This is an optimization exercise on Yosys and OpenROAD, whose aim is small area, a short achievable clock period and few clock cycles, not a production implementation.
Where RTL was checked, it was by simulation tests only, not by an equivalence proof against the original.
Power is estimated from default activity; no workload was simulated.

// mix_core
module mix_core (
    input  wire        clk,
    input  wire        rst,
    output reg         mem_req,
    output reg         mem_we,
    output reg  [11:0] mem_addr,
    output reg  [30:0] mem_wdata,
    input  wire        mem_ack,
    input  wire [30:0] mem_rdata,
    output wire        halted,
    output reg  [2:0]  fault_kind,
    output reg  [13:0] fault_operand,
    output reg  [11:0] pc,
    output reg         ov,
    output reg  [30:0] rA,
    output reg  [30:0] rX,
    output reg  [12:0] rI1,
    output reg  [12:0] rI2,
    output reg  [12:0] rI3,
    output reg  [12:0] rI4,
    output reg  [12:0] rI5,
    output reg  [12:0] rI6
);
For scale: about 3100 cells after synthesis, ~290 flip-flops, about 250 I/O pins, about 20000 sq um of cells after synthesis.
export LEC_CHECK = 0
export ABC_AREA = 1
export CAP_MARGIN = 20
export CORE_MARGIN = 2
export CORE_UTILIZATION = 40
export PLACE_DENSITY = 0.6
export SLEW_MARGIN = 20
export TNS_END_PERCENT = 100
create_clock -name core_clock -period 10.0 [get_ports {clk}]
standard.sh (not shown) runs the stock make flow with config.mk's settings and CLKGATE_MAP_FILE= SYNTH_SCRIPT=/design/flow/synth_recipe.tcl, a recipe that flattens the netlist after the stock synthesis.
==> flow/flow/run.sh <==
#!/bin/bash
set -euo pipefail
cd "$(dirname "$0")/.."
MARGIN=$(cat flow/margin.txt 2>/dev/null || echo 5)
bash standard.sh \
  "BUFFER_PORTS_ARGS=-buffer_cell sky130_fd_sc_hd__buf_1" \
  "SETUP_SLACK_MARGIN=${MARGIN}" \
  finish > standard_make.log 2>&1
==> flow/flow/margin.txt <==
6
Testbench counts at the start, summed over its fixed seeds: cycles 74,146.
Edit:
==> flow/flow/margin.txt (replaced) <==
6.5
CTS_BUF_LIST = sky130_fd_sc_hd__clkbuf_8   (was default)
CTS_CLUSTER_SIZE = 24   (was default)
What happened: Critical path depth decreases by 16; fmax increases by about 6%; die area does not change.
Edit:
CTS_BUF_LIST = default   (was sky130_fd_sc_hd__clkbuf_8)
CTS_CLUSTER_SIZE = default   (was 24)
The new run passed the timing, DRC and antenna checks.
Die area stays the same.
Non-clock buffer count fell by 14.
Utilization hardly moves.
Sequential cell count does not change.
Power rose by a few percent.
Routed wire length fell slightly.
Via count fell slightly.

* * *

mix_core, a different RTL version from the one above (not shown whole).
Size in the first run: ~280 flip-flops, about 20000 um2 of cells after synthesis.
// mix_core
module mix_core (
    input  wire        clk,
    input  wire        rst,
    output reg         mem_req,
    output reg         mem_we,
    output reg  [11:0] mem_addr,
    output reg  [30:0] mem_wdata,
    input  wire        mem_ack,
    input  wire [30:0] mem_rdata,
    output wire        halted,
    output reg  [2:0]  fault_kind,
    output reg  [13:0] fault_operand,
    output reg  [11:0] pc,
    output reg         ov,
    output reg  [30:0] rA,
    output reg  [30:0] rX,
    output reg  [12:0] rI1,
    output reg  [12:0] rI2,
    output reg  [12:0] rI3,
    output reg  [12:0] rI4,
    output reg  [12:0] rI5,
    output reg  [12:0] rI6
);
Settings: LEC_CHECK=0, CAP_MARGIN=20, CORE_MARGIN=2, CORE_UTILIZATION=40, PLACE_DENSITY=0.6, SLEW_MARGIN=20, TNS_END_PERCENT=100; clock period 10.0 ns.
==> flow/flow/margin.txt <==
7
Scripts as last shown in full above: flow/flow/run.sh
The baseline ran to the end with no violations.
Testbench counts at the start, summed over its fixed seeds: cycles 74,140.
==> next run, changes <==
==> flow/flow/margin.txt (replaced) <==
6
Die area does not change; global-route usage goes down by 2.6 points; wire length is lower by 9.1%; register-to-register slack is worse by 410 ps; flip-flop and latch count stays the same; final area decreases by 23%; power decreases by 13%; critical path depth came out lower by 5.
==> next run, changes <==
==> flow/run.sh (new file) <==
#!/bin/bash
# synth_recipe.tcl (not shown) runs the flow's synth.tcl, then flattens the netlist and writes it again
# the make line also repeats each setting of config.mk as NAME=value (left out here)
make -C /OpenROAD-flow-scripts/flow DESIGN_CONFIG=/design/flow/config.mk WORK_HOME=/design/flow/orfs CLKGATE_MAP_FILE= SYNTH_SCRIPT=/design/flow/synth_recipe.tcl finish
TNS_END_PERCENT = not set   (was 100)
removed: flow/flow/run.sh
removed: flow/flow/margin.txt
removed: flow/standard.sh
What happened:
- The changed run finished clean
- wire length went up by a few percent
- sequential power barely changes
- synthesized area is unchanged

* * *

mix_core, a different RTL version from the one above (not shown whole).
For scale: ~2500 cells after synthesis.
clock: 10.0 ns
lec_check: 0
abc_area: 1
cap_margin: 20
core_margin: 2
core_utilization: 40
place_density: 0.6
slew_margin: 20
tns_end_percent: 100
==> flow/flow/run.sh <==
#!/bin/bash
set -euo pipefail
cd "$(dirname "$0")/.."
MARGIN=$(cat flow/margin.txt 2>/dev/null || echo 5)
bash standard.sh \
  "BUFFER_PORTS_ARGS=-buffer_cell sky130_fd_sc_hd__buf_1" \
  "SETUP_SLACK_MARGIN=${MARGIN}" \
  finish > standard_make.log 2>&1
==> flow/flow/margin.txt <==
6.5
Testbench counts at the start, summed over its fixed seeds: cycles 74,146.
Next try:
--- a/flow/config.mk
+++ b/flow/config.mk
@@ -11,0 +12,2 @@
+export CTS_CLUSTER_DIAMETER = 150
+export CTS_CLUSTER_SIZE = 20
Result:
- core utilization falls by 1.5 points
- via count came out lower by 0.46%
- clock skew went down by 0.0094 ns
- power fell by 17%
- first-iteration DRC count fell by 8.4%
- sequential power hardly moves
- routed wire length went down by 0.82%
Next try:
==> flow/flow/margin.txt (replaced) <==
6.7
What happened: The changed run completed without violations. Cell count is higher by 1.4%. Total power increases by 2.3%. Design area goes up by 3.0%. Register-to-register slack gains 0.09 ns. Wire length went up by 0.66%. Non-clock buffer count increases by 47. Sequential power barely changes. Flip-flop and latch count is unchanged. Global-route usage is about the same.

* * *

## 02-11
mix_core, a different RTL version from the one above (not shown whole).
Size: roughly 2500 cells after synthesis, roughly 0.020 mm^2 of cells after synthesis.
## mix_core
module mix_core (
    input  wire        clk,
    input  wire        rst,
    output reg         mem_req,
    output reg         mem_we,
    output reg  [11:0] mem_addr,
    output reg  [30:0] mem_wdata,
    input  wire        mem_ack,
    input  wire [30:0] mem_rdata,
    output wire        halted,
    output reg  [2:0]  fault_kind,
    output reg  [13:0] fault_operand,
    output reg  [11:0] pc,
    output reg         ov,
    output reg  [30:0] rA,
    output reg  [30:0] rX,
    output reg  [12:0] rI1,
    output reg  [12:0] rI2,
    output reg  [12:0] rI3,
    output reg  [12:0] rI4,
    output reg  [12:0] rI5,
    output reg  [12:0] rI6
);
export LEC_CHECK = 0
export CAP_MARGIN = 20
export CORE_MARGIN = 2
export CORE_UTILIZATION = 40
export PLACE_DENSITY = 0.6
export SLEW_MARGIN = 20
export TNS_END_PERCENT = 100
create_clock -name core_clock -period 10.0 [get_ports {clk}]
==> flow/flow/margin.txt <==
7
Scripts as last shown in full above: flow/flow/run.sh
02-11 reached the end of the flow, and the finished layout is clean on the timing, DRC and antenna checks.
Setup changes, 02-11 to 01-28
==> flow/flow/margin.txt <==
6
--- a/flow/config.mk
+++ b/flow/config.mk
@@ -7,2 +7,3 @@
 export LEC_CHECK = 0
+export ABC_AREA = 1
 export CAP_MARGIN = 20
On 01-28: endpoint required time on the critical path is 0.02 ns higher than what 02-11 gave. Looking only at number of filler instances in the final layout, and setting everything else aside, the higher value of 01-28 and 02-11 goes to 01-28. Total number of cells along the worst setup path ended up 5 higher on 01-28 than on 02-11. [compare] base=02-11 new=01-28: core utilization shrank by 22 points; area taken by multi-input logic gates shrank by about 32%; clock network fraction of design power grew by 6.0 points. Count of vias placed by the detailed router went down by more than 10% going from 02-11 to 01-28. 01-28 -> 02-11: sequential power flat. Max met3 track utilization from global routing across 01-28 and 02-11: 02-11. 01-28 ended with every stage complete and zero timing, DRC or antenna violations. Looking at well-tap cell count, 01-28 sits 49 lower than 02-11 does. The higher share of post-route cells with drive strength above 1 of 01-28 and 02-11 is in 02-11.
No run of this note included a check of the RTL's function; only the layout flow was run.

* * *

== run A ==
mix_core, a different RTL version from the one above (not shown whole).
Size in the first run: ~2300 cells after synthesis, roughly 290 flip-flops, roughly 250 I/O pins.
export LEC_CHECK = 0
export CAP_MARGIN = 20
export CORE_MARGIN = 2
export CORE_UTILIZATION = 40
export PLACE_DENSITY = 0.6
export SLEW_MARGIN = 20
export TNS_END_PERCENT = 100
create_clock -name core_clock -period 10.0 [get_ports {clk}]
==> flow/flow/margin.txt <==
6.5
Scripts as last shown in full above: flow/flow/run.sh
Run A reached the final stage; the timing, DRC and antenna checks on its layout passed.
Testbench counts of run A, summed over its fixed seeds: cycles 74,146.
> inputs changed (run A -> run B)
# run A
export LEC_CHECK = 0
export CAP_MARGIN = 20
export CORE_MARGIN = 2
export CORE_UTILIZATION = 40
export PLACE_DENSITY = 0.6
export SLEW_MARGIN = 20
export TNS_END_PERCENT = 100
create_clock -name core_clock -period 10.0 [get_ports {clk}]
# run B
export LEC_CHECK = 0
export ABC_AREA = 1
export CAP_MARGIN = 20
export CORE_MARGIN = 2
export CORE_UTILIZATION = 40
export CTS_CLUSTER_DIAMETER = 150
export CTS_CLUSTER_SIZE = 20
export PLACE_DENSITY = 0.6
export SLEW_MARGIN = 20
export TNS_END_PERCENT = 100
create_clock -name core_clock -period 10.0 [get_ports {clk}]
Results
Final cell count of run B exceeds that of run A by more than 10%. Run B against run A: maximum clock frequency up 7.0%, register clock-pin slew on the reported worst setup and hold paths up 40 ps, number of clock buffers inserted by TritonCTS down 17, smallest hold slack flat. NOTE cell area after technology mapping run A->run B increased slightly. Diff run A -> run B | share of total power in sequential cells | increase of 11 points.
### run B -> run C
==> flow/flow/margin.txt <==
6.7
Notes after the runs:
Taking run B as the reference, in run C power moved up; global routing usage on met3 went up. Summary — actual slew at the worst max-slew pin, run C relative to run B: higher, by 130 ps. Compared with run B, routability congestion estimate from global placement in run C increased by a few percent. Re post-synthesis share of cell area spent on and, or, nand and nor gates: no difference whatsoever between run B and run C. Sort run B and run C by non-clock inverter count in the final layout, descending, and run C comes first. Aggregate global-route resource usage ended up 0.60 points higher on run C than on run B. On share of post-route cells with drive strength above 1, the lower figure sits with run B, not run C. Sort run B and run C by length in cells of the worst reg-to-reg path, descending, and run C comes first. Lower setup slack was reported by run B, not run C.
Setup changes, run C to run D
# run C
export LEC_CHECK = 0
export ABC_AREA = 1
export CAP_MARGIN = 20
export CORE_MARGIN = 2
export CORE_UTILIZATION = 40
export CTS_CLUSTER_DIAMETER = 150
export CTS_CLUSTER_SIZE = 20
export PLACE_DENSITY = 0.6
export SLEW_MARGIN = 20
export TNS_END_PERCENT = 100
create_clock -name core_clock -period 10.0 [get_ports {clk}]
# run D
export LEC_CHECK = 0
export ABC_AREA = 1
export CAP_MARGIN = 20
export CORE_MARGIN = 2
export CORE_UTILIZATION = 40
export PLACE_DENSITY = 0.6
export SLEW_MARGIN = 20
export TNS_END_PERCENT = 0
create_clock -name core_clock -period 10.0 [get_ports {clk}]
==> flow/flow/margin.txt <==
6.5
--- outcome ---
- Run C has higher cell count than run D.
- Run D vs run C, worst setup path endpoint: idx_q[11]$_DFF_P_ vs mem_wdata[30]$_DFFE_PN_
- Run D vs run C: final design area excluding fillers down by a few percent
- Total power: run D > run C

re-timing with driven ports:
How much do the figures lean on ideal ports? The routed layouts below were timed once more, with nothing changed but the port constraints. Step 1 sets driving cells, clkbuf_16 on the clock port and buf_2 on the other inputs (assumed; they add their load-dependent delay and slew). Step 2 moves the port delays by t, midway between the first and last clock arrival at a register: inputs arrive t later, outputs are due t later. That takes back most of the time a late clock gives input paths. a / b / c = ideal / step 1 / step 2; a / b = the first two.
| run | shift t [ns] | setup slack, ns | hold WS [ns] | worst register clock-pin slew, ns |
|---|---|---|---|---|
| the first run of note 1 | 0.625 | 6.260 / 6.260 / 5.721 | 0.482 / 0.482 / 0.482 | 0.06 / 0.06 |
| the second run of note 1 | 0.704 | 6.465 / 6.411 / 5.990 | 0.491 / 0.491 / 0.491 | 0.07 / 0.07 |
| the third run of note 1 | 0.603 | 6.467 / 6.403 / 6.043 | 0.492 / 0.492 / 0.492 | 0.07 / 0.07 |
| the first run of note 2 | 0.607 | 6.480 / 6.480 / 6.146 | 0.486 / 0.486 / 0.486 | 0.07 / 0.07 |
| the second run of note 2 | 0.615 | 6.071 / 6.071 / 5.520 | 0.485 / 0.485 / 0.485 | 0.07 / 0.07 |
| the third run of note 2 | 0.607 | 5.459 / 5.459 / 5.213 | 0.487 / 0.487 / 0.487 | 0.06 / 0.06 |
| the first run of note 3 | 0.629 | 6.481 / 6.426 / 6.074 | 0.478 / 0.478 / 0.478 | 0.07 / 0.07 |
| the second run of note 3 | 0.597 | 6.489 / 6.431 / 6.132 | 0.482 / 0.482 / 0.482 | 0.10 / 0.10 |
| the third run of note 3 | 0.590 | 6.666 / 6.612 / 6.241 | 0.482 / 0.482 / 0.482 | 0.11 / 0.11 |
| 02-11 | 0.631 | 6.310 / 6.310 / 6.160 | 0.497 / 0.497 / 0.497 | 0.07 / 0.07 |
| 01-28 | 0.627 | 6.124 / 6.124 / 5.631 | 0.474 / 0.474 / 0.474 | 0.07 / 0.07 |
| run A | 0.610 | 6.235 / 6.235 / 6.080 | 0.473 / 0.473 / 0.473 | 0.07 / 0.07 |
| run B | 0.605 | 6.480 / 6.412 / 6.003 | 0.474 / 0.474 / 0.474 | 0.10 / 0.10 |
| run C | 0.611 | 6.602 / 6.583 / 6.138 | 0.482 / 0.482 / 0.482 | 0.10 / 0.10 |
| run D | 0.603 | 6.391 / 6.391 / 5.957 | 0.474 / 0.474 / 0.474 | 0.07 / 0.07 |
After both steps setup and hold are still met in every run listed. For the second run of note 2, which loses most, drivers alone change the setup slack by 0.000 ns; drivers and shift together by -0.551 ns.
